Context: an optimization exercise on an open-source flow, tuned for small area, a short achievable clock period and few clock cycles per item. The choices shown serve that exercise and are no tape-out recipe.
In this exercise RTL edits were held to simulation tests only and were not proved equivalent to the original.
Power is estimated from default activity; no workload was simulated.

`flow/run.sh`:
```
#!/bin/bash
# synth_recipe.tcl (not shown) runs the flow's synth.tcl, then flattens the netlist and writes it again
# the make line also repeats each setting of config.mk as NAME=value (left out here)
make -C /OpenROAD-flow-scripts/flow DESIGN_CONFIG=/design/flow/config.mk WORK_HOME=/design/flow/orfs CLKGATE_MAP_FILE= SYNTH_SCRIPT=/design/flow/synth_recipe.tcl finish
```
`flow/design.v`:
```
module fivmac_core (
    input  wire         clk,
    input  wire         rst,         
    input  wire         cmd_valid,
    input  wire [4:0]   cmd_op,
    input  wire [511:0] blk,         
    input  wire [159:0] h_in,        
    output wire         ready,
    output wire [159:0] h_out,       
    output wire [63:0]  blkcnt
);
    localparam [4:0] OP_INIT_MD5  = 5'h01;
    localparam [4:0] OP_COMP_MD5  = 5'h02;
    localparam [4:0] OP_WRITE_H   = 5'h04;
    localparam [4:0] OP_INIT_SHA1 = 5'h11;
    localparam [4:0] OP_COMP_SHA1 = 5'h12;
    localparam [31:0] IV0 = 32'h67452301;
    localparam [31:0] IV1 = 32'hEFCDAB89;
    localparam [31:0] IV2 = 32'h98BADCFE;
    localparam [31:0] IV3 = 32'h10325476;
    localparam [31:0] IV4 = 32'hC3D2E1F0;
    reg [31:0]  h0, h1, h2, h3, h4;      
    reg [63:0]  cnt;                     
    reg [31:0]  a, b, c, d, e;           
    reg [511:0] w;                       
    reg         busy;
    reg         is_sha;                  
    reg         add_phase;               
    reg [6:0]   t;                       
    reg [31:0] md5_kt;
    always @(*) begin
        case (t[5:0])
            6'd0:  md5_kt = 32'hD76AA478;  6'd1:  md5_kt = 32'hE8C7B756;
            6'd2:  md5_kt = 32'h242070DB;  6'd3:  md5_kt = 32'hC1BDCEEE;
            6'd4:  md5_kt = 32'hF57C0FAF;  6'd5:  md5_kt = 32'h4787C62A;
            6'd6:  md5_kt = 32'hA8304613;  6'd7:  md5_kt = 32'hFD469501;
            6'd8:  md5_kt = 32'h698098D8;  6'd9:  md5_kt = 32'h8B44F7AF;
            6'd10: md5_kt = 32'hFFFF5BB1;  6'd11: md5_kt = 32'h895CD7BE;
            6'd12: md5_kt = 32'h6B901122;  6'd13: md5_kt = 32'hFD987193;
            6'd14: md5_kt = 32'hA679438E;  6'd15: md5_kt = 32'h49B40821;
            6'd16: md5_kt = 32'hF61E2562;  6'd17: md5_kt = 32'hC040B340;
            6'd18: md5_kt = 32'h265E5A51;  6'd19: md5_kt = 32'hE9B6C7AA;
            6'd20: md5_kt = 32'hD62F105D;  6'd21: md5_kt = 32'h02441453;
            6'd22: md5_kt = 32'hD8A1E681;  6'd23: md5_kt = 32'hE7D3FBC8;
            6'd24: md5_kt = 32'h21E1CDE6;  6'd25: md5_kt = 32'hC33707D6;
            6'd26: md5_kt = 32'hF4D50D87;  6'd27: md5_kt = 32'h455A14ED;
            6'd28: md5_kt = 32'hA9E3E905;  6'd29: md5_kt = 32'hFCEFA3F8;
            6'd30: md5_kt = 32'h676F02D9;  6'd31: md5_kt = 32'h8D2A4C8A;
            6'd32: md5_kt = 32'hFFFA3942;  6'd33: md5_kt = 32'h8771F681;
            6'd34: md5_kt = 32'h6D9D6122;  6'd35: md5_kt = 32'hFDE5380C;
            6'd36: md5_kt = 32'hA4BEEA44;  6'd37: md5_kt = 32'h4BDECFA9;
            6'd38: md5_kt = 32'hF6BB4B60;  6'd39: md5_kt = 32'hBEBFBC70;
            6'd40: md5_kt = 32'h289B7EC6;  6'd41: md5_kt = 32'hEAA127FA;
            6'd42: md5_kt = 32'hD4EF3085;  6'd43: md5_kt = 32'h04881D05;
            6'd44: md5_kt = 32'hD9D4D039;  6'd45: md5_kt = 32'hE6DB99E5;
            6'd46: md5_kt = 32'h1FA27CF8;  6'd47: md5_kt = 32'hC4AC5665;
            6'd48: md5_kt = 32'hF4292244;  6'd49: md5_kt = 32'h432AFF97;
            6'd50: md5_kt = 32'hAB9423A7;  6'd51: md5_kt = 32'hFC93A039;
            6'd52: md5_kt = 32'h655B59C3;  6'd53: md5_kt = 32'h8F0CCC92;
            6'd54: md5_kt = 32'hFFEFF47D;  6'd55: md5_kt = 32'h85845DD1;
            6'd56: md5_kt = 32'h6FA87E4F;  6'd57: md5_kt = 32'hFE2CE6E0;
            6'd58: md5_kt = 32'hA3014314;  6'd59: md5_kt = 32'h4E0811A1;
            6'd60: md5_kt = 32'hF7537E82;  6'd61: md5_kt = 32'hBD3AF235;
            6'd62: md5_kt = 32'h2AD7D2BB;  default: md5_kt = 32'hEB86D391;
        endcase
    end
    reg [4:0] md5_st;
    always @(*) begin
        case ({t[5:4], t[1:0]})
            4'b00_00: md5_st = 5'd7;   4'b00_01: md5_st = 5'd12;
            4'b00_10: md5_st = 5'd17;  4'b00_11: md5_st = 5'd22;
            4'b01_00: md5_st = 5'd5;   4'b01_01: md5_st = 5'd9;
            4'b01_10: md5_st = 5'd14;  4'b01_11: md5_st = 5'd20;
            4'b10_00: md5_st = 5'd4;   4'b10_01: md5_st = 5'd11;
            4'b10_10: md5_st = 5'd16;  4'b10_11: md5_st = 5'd23;
            4'b11_00: md5_st = 5'd6;   4'b11_01: md5_st = 5'd10;
            4'b11_10: md5_st = 5'd15;  default:  md5_st = 5'd21;
        endcase
    end
    reg [3:0] md5_j;
    always @(*) begin
        case (t[5:4])
            2'd0: md5_j = t[3:0];
            2'd1: md5_j = 4'd1 + 4'd5 * t[3:0];
            2'd2: md5_j = 4'd5 + 4'd3 * t[3:0];
            default: md5_j = 4'd7 * t[3:0];
        endcase
    end
    function [31:0] rol32(input [31:0] x, input [4:0] s);
        rol32 = (x << s) | (x >> (6'd32 - {1'b0, s}));
    endfunction
    function [31:0] bswap32(input [31:0] x);
        bswap32 = {x[7:0], x[15:8], x[23:16], x[31:24]};
    endfunction
    assign ready  = ~busy;
    assign h_out  = {h4, h3, h2, h1, h0};
    assign blkcnt = cnt;
    wire accept = cmd_valid & ~busy;
    reg  [31:0] md5_f;
    always @(*) begin
        case (t[5:4])
            2'd0:    md5_f = (b & c) | (~b & d);
            2'd1:    md5_f = (b & d) | (c & ~d);
            2'd2:    md5_f = b ^ c ^ d;
            default: md5_f = c ^ (b | ~d);
        endcase
    end
    wire [31:0] md5_x   = w[{md5_j, 5'd0} +: 32];
    wire [31:0] md5_tmp = a + md5_f + md5_x + md5_kt;
    wire [31:0] md5_nb  = b + rol32(md5_tmp, md5_st);
    reg [31:0] sha_f, sha_k;
    always @(*) begin
        if (t < 7'd20) begin
            sha_f = (b & c) | (~b & d);
            sha_k = 32'h5A827999;
        end else if (t < 7'd40) begin
            sha_f = b ^ c ^ d;
            sha_k = 32'h6ED9EBA1;
        end else if (t < 7'd60) begin
            sha_f = (b & c) | (b & d) | (c & d);
            sha_k = 32'h8F1BBCDC;
        end else begin
            sha_f = b ^ c ^ d;
            sha_k = 32'hCA62C1D6;
        end
    end
    wire [31:0] sha_temp = rol32(a, 5'd5) + e + w[31:0] + sha_f + sha_k;
    wire [31:0] sha_wnew = rol32(w[13*32 +: 32] ^ w[8*32 +: 32] ^ w[2*32 +: 32] ^ w[31:0], 5'd1);
    integer j;
    always @(posedge clk) begin
        if (rst) begin
            h0 <= 32'd0; h1 <= 32'd0; h2 <= 32'd0; h3 <= 32'd0; h4 <= 32'd0;
            cnt <= 64'd0;
            busy <= 1'b0;
            is_sha <= 1'b0;
            add_phase <= 1'b0;
            t <= 7'd0;
        end else if (accept) begin
            case (cmd_op)
                OP_INIT_MD5: begin
                    h0 <= IV0; h1 <= IV1; h2 <= IV2; h3 <= IV3;
                    cnt <= 64'd0;
                end
                OP_INIT_SHA1: begin
                    h0 <= IV0; h1 <= IV1; h2 <= IV2; h3 <= IV3; h4 <= IV4;
                    cnt <= 64'd0;
                end
                OP_WRITE_H: begin
                    h0 <= h_in[31:0];    h1 <= h_in[63:32];   h2 <= h_in[95:64];
                    h3 <= h_in[127:96];  h4 <= h_in[159:128];
                end
                OP_COMP_MD5, OP_COMP_SHA1: begin
                    busy      <= 1'b1;
                    is_sha    <= (cmd_op == OP_COMP_SHA1);
                    add_phase <= 1'b0;
                    t         <= 7'd0;
                    a <= h0; b <= h1; c <= h2; d <= h3; e <= h4;
                    for (j = 0; j < 16; j = j + 1)
                        w[32*j +: 32] <= (cmd_op == OP_COMP_SHA1) ? bswap32(blk[32*j +: 32])
                                                                  : blk[32*j +: 32];
                end
                default: ;   
            endcase
        end else if (busy) begin
            if (add_phase) begin
                h0 <= h0 + a; h1 <= h1 + b; h2 <= h2 + c; h3 <= h3 + d;
                if (is_sha) h4 <= h4 + e;
                cnt <= cnt + 64'd1;
                busy <= 1'b0;
            end else if (is_sha) begin
                a <= sha_temp; b <= a; c <= rol32(b, 5'd30); d <= c; e <= d;
                w <= {sha_wnew, w[511:32]};
                t <= t + 7'd1;
                if (t == 7'd79) add_phase <= 1'b1;
            end else begin
                a <= d; b <= md5_nb; c <= b; d <= c;
                t <= t + 7'd1;
                if (t == 7'd63) add_phase <= 1'b1;
            end
        end
    end
endmodule
```
`flow/constraint.sdc`:
```
create_clock -name core_clock -period 11.5 [get_ports {clk}]
set_input_delay 2.3000 -clock core_clock [delete_from_list [all_inputs] [get_ports {clk}]]
set_output_delay 2.3000 -clock core_clock [all_outputs]
set_load 0.01 [all_outputs]
```
`flow/config.mk`:
```
export PLATFORM = sky130hd
export DESIGN_NAME = fivmac_core
export DESIGN_NICKNAME = fivmac_core
export VERILOG_FILES = /design/flow/design.v
export SDC_FILE = /design/flow/constraint.sdc
export NUM_CORES = 4
export LEC_CHECK = 0
export CAP_MARGIN = 20
export CORE_MARGIN = 2
export CORE_UTILIZATION = 30
export SLEW_MARGIN = 40
```
==> out/summary.md <==
### Flow run
* **Max-cap violations** 0

### Floorplan
* **vertical die dimension** 499 um
* **top-level I/O count** 905
* **Placeable Area** 243,000 sq um
* **Initial Utilization** 30.2%
* **overall die area** 249,000 sq um
* **floorplan die width** 499 um
* **standard-cell row count** 181

### Cells and area
* **final non-filler cell total** 12.9k
* **area added between synthesis and finish** 25.0%
* **filler cell count** 24.5k
* **biggest registers after layout** w: 512 flops, cnt: 64 flops
* **fraction of final layout cells sized beyond drive strength 1** 8.72%
* **max reg flops** 512
* **largest register by flop count** w
* **net count of the finished layout** 10.7k
* **final standard cell utilization of the core** 37.7%

### STA
* **final period demand of the worst path** 10.43 ns
* **number of pins with negative max-slew slack in the final report** 0
* **Setup-failing EPs final** 0
* **Final Hold Viols** 0
* **setup clock skew after layout** 0.0593 ns
* **final worst path period share** 90.7%
* **Worst slew margin** 35.1%
* **RSZ-0062 raised after global routing** false
* **maximum operating frequency** 95.9 MHz
* **transition time of the tightest slew-check pin** 0.963 ns
* **worst setup slack after layout** 1.07 ns

### Synthesis
* **most frequent cell after synthesis** nand2_1
* **number of nets produced by synthesis** 9,891
* **Post-Synthesis Cell Area** 73,500 sq um
* **post-synthesis sequential area ratio** 34.8%
* **Synth Flop Type** edfxtp_1
* **top cell types by occurrence after synthesis** nand2_1, nor2_1, edfxtp_1, a31oi_1, clkbuf_1
* **dominant cells by area after synthesis** edfxtp_1, nand2_1, dfxtp_1
* **top cell type by total area after synthesis** edfxtp_1
* **post-synthesis area per instance** 8.41 sq um
* **synthesis warning total** 1
* **proportion of synthesized flip-flops having asynchronous set or reset** 0%
* **Yosys cell types** 94
* **number of flops mapped to enable cells by yosys** 672
* **count of mapped cells out of synthesis** 8,737
* **area share of the largest cell type after synthesis** 27.5%
* **flops & latches, synth** 943

### Global route
* **pin count of the biggest net entering global routing** 205
* **grt met2 use** 47.9%
* **Total GRT Usage** 31.4%
* **met1 track demand over resource** 39.6%
* **global-route layer with the greatest usage** met2
* **total congestion overflow** 0
* **global-route wire length before repair** 555,000 um
* **GR Util met3** 6.77%
* **number of antenna violations at the first check in global routing** 63
* **number of global-route vias before repair** 70.3k

### Clock network
* **post-cts hold buffer count** 0
* **depth of the CTS H-tree** 3
* **# Post-CTS Setup Buffers** 0
* **quantity of gates resized following cts** 0
* **clock tree from TritonCTS** done
* **Max Root-Sink Buffers** 3
* **clock slew seen by the registers of the worst setup and hold paths** 0.08 ns
* **source-to-sink clock delay at the later pin of the worst-skew pair** 0.83 ns
* **CTS Buf Count** 115
* **CTS Root Cell** clkbuf_16
* **Clock Sink Count** 943

### Worst setup path
* **Crit Reg-Reg Endpoint** b[31]
* **CP max-delay cell** dfxtp_1
* **crit path capture** b[31]
* **slack of the worst reg-to-reg path** 1.07 ns
* **delay of the slowest cell on the worst path** 0.57 ns
* **worst endpoint required time** 12.04 ns
* **path depth of the worst reg2reg path** 41
* **CP Capture Type** register
* **data arrival time of the critical path** 10.97 ns
* **type of origin of the critical path** register
* **critical-path maximum fanout** 53
* **crit path from** t[0]
* **Reg2Reg Launch Point** t[0]
* **start-to-end type of the worst setup path** register to register

### Placed design
* **placed wire-length estimate after detailed placement** 324,000 um
* **count of placed standard cells including taps** 12.6k
* **GP Congestion** 1.01
* **number of buffer cells added on primary ports** 904
* **minimum setup slack after placement** 1.23 ns

### Detailed routing
* **vias post-DR** 75.3k
* **iteration count of the initial detailed-routing pass** 6
* **Post-DRT Antenna Nets** 0
* **Avg WL per Cell** 31.6 um
* **post-detailed-route via-to-cell ratio** 5.84
* **number of remaining DRC errors** 0
* **DRC violation total after the first TritonRoute iteration** 9,502
* **Routed WL** 407,000 um

### Power and ir drop
* **total power draw** 10.4 mW
* **leakage power of the design** 34.8 nW
* **IR drop worst, VDD** 0.127 mV
* **total power density per cell area** 114 nW/um^2

### Status
* **run status** finished clean

### Worst hold path
* **class of the tightest hold or removal check** register to register

-- kinds of logic after synthesis --
kind of cell,after synthesis,share of synthesized area [%]
AO/OA/AOI/OAI,2197,19.0
AND/OR/NAND/NOR,3427,19.2
flip-flops,943,34.8
multiplexers,358,7.39
adder cells (fa/ha/maj),474,10.0
XOR/XNOR,402,4.81
buffers and inverters,936,4.82
-- layout make-up --
type                    count  area [sq um]  share of cell area, %
diodes                     34          85.1                 0.0926
clock buffers             146          3110                   3.38
clock inverters            69           845                  0.919
inverters                 365          1370                   1.49
multi-input cells        6858         44700                   48.6
flip-flops and latches    943         25600                   27.9
well taps                3202          4010                   4.36
repair buffers           1278         12200                   13.3
-- critical path, delay by kind of cell, from the launching register on --
kind,cells,cell delay [ns]
buffers and inverters,6,0.97
flip-flops,1,0.57
XOR/XNOR,3,0.50
multiplexers,2,0.63
AO/OA/AOI/OAI,17,4.36
adder cells (fa/ha/maj),5,1.79
AND/OR/NAND/NOR,8,1.28
-- stage by stage --
stage               cell area [sq um]  setup TNS (ns)  hold WS (ns)
global route                    91800               0         0.513
global placement                87600               0         0.467
finish                          91900               0         0.504
floorplan                       73500        -3130.24         0.469
CTS                             91700               0         0.503
detailed placement              87700               0         0.495
-- worst min path at each step --
stage	start	endpoint	slack, ns	cells after the start
final	cnt[60]	cnt[60]	0.50	2
after global routing	cnt[56]	cnt[56]	0.51	2
after detailed placement	cnt[54]	cnt[54]	0.50	2
after floorplan	add_phase	add_phase	0.47	2
after CTS	cnt[60]	cnt[60]	0.50	2
after global placement	cnt[63]	cnt[63]	0.47	2
-- power breakdown --
part	switching [mW]	total, mW	internal, mW	leakage (nW)
sequential	0.0967	3.82	3.72	8.26
clock	1.69	3.94	2.25	1.92
combinational	1.53	2.69	1.15	24.6
total	3.32	10.4	7.12	34.8
-- metal layers --
metal,routed length (um),part of all wire (%)
met1,156000,38
met5,179,0.044
met2,176000,43
met4,33500,8.2
met3,41600,10
-- layout by cell type, fill, tap and decap left out, types with 42 or more instances in the layout --
cell type        netlist  layout
a211oi_1             118     117
a21o_1                98      98
a21oi_1              463     463
a311oi_1              47      47
a31oi_1              568     563
and3_1                45      44
buf_4                  4     346
clkbuf_16              0     116
clkdlybuf4s50_1        0     903
dfxtp_1              271     269
edfxtp_1             672     672
fa_1                 190     190
ha_1                 284     283
inv_1                356     354
mux2_2                53      53
mux2i_1              162     162
mux4_2               142     141
nand2_1             1809    1804
nand2b_1              53      51
nand3_1              101     100
nor2_1              1071    1061
nor2b_1               62      60
nor3_1                94      92
o211ai_1              55      55
o21a_1                42      42
o21ai_0              415     399
o221ai_1              78      78
xnor2_1              243     232
xor2_1               158     157
Testbench counts, summed over its fixed seeds: cycles 48,110, blocks 648.

## re-timing with driven ports
How much do the figures lean on ideal ports? The routed layout below was timed once more, with nothing changed but the port constraints.
Step 1 assumes that a clkbuf_16 drives the clock port and a buf_2 every other input.
Step 2 moves the port delays by t, midway between the first and last clock arrival at a register: inputs arrive t later, outputs are due t later. That takes back most of the time a late clock gives input paths.
Slacks: ideal / step 1 / step 2; pairs: ideal / step 1.
shift t [ns]: 0.892
slack for setup (ns): 1.074 / 1.074 / 1.074
hold slack, ns: 0.504 / 0.504 / 0.504
pins driven straight from the clock port: 1
After both steps this run still meets setup and hold. For this run, drivers alone change the setup slack by 0.000 ns; drivers and shift together by 0.000 ns.
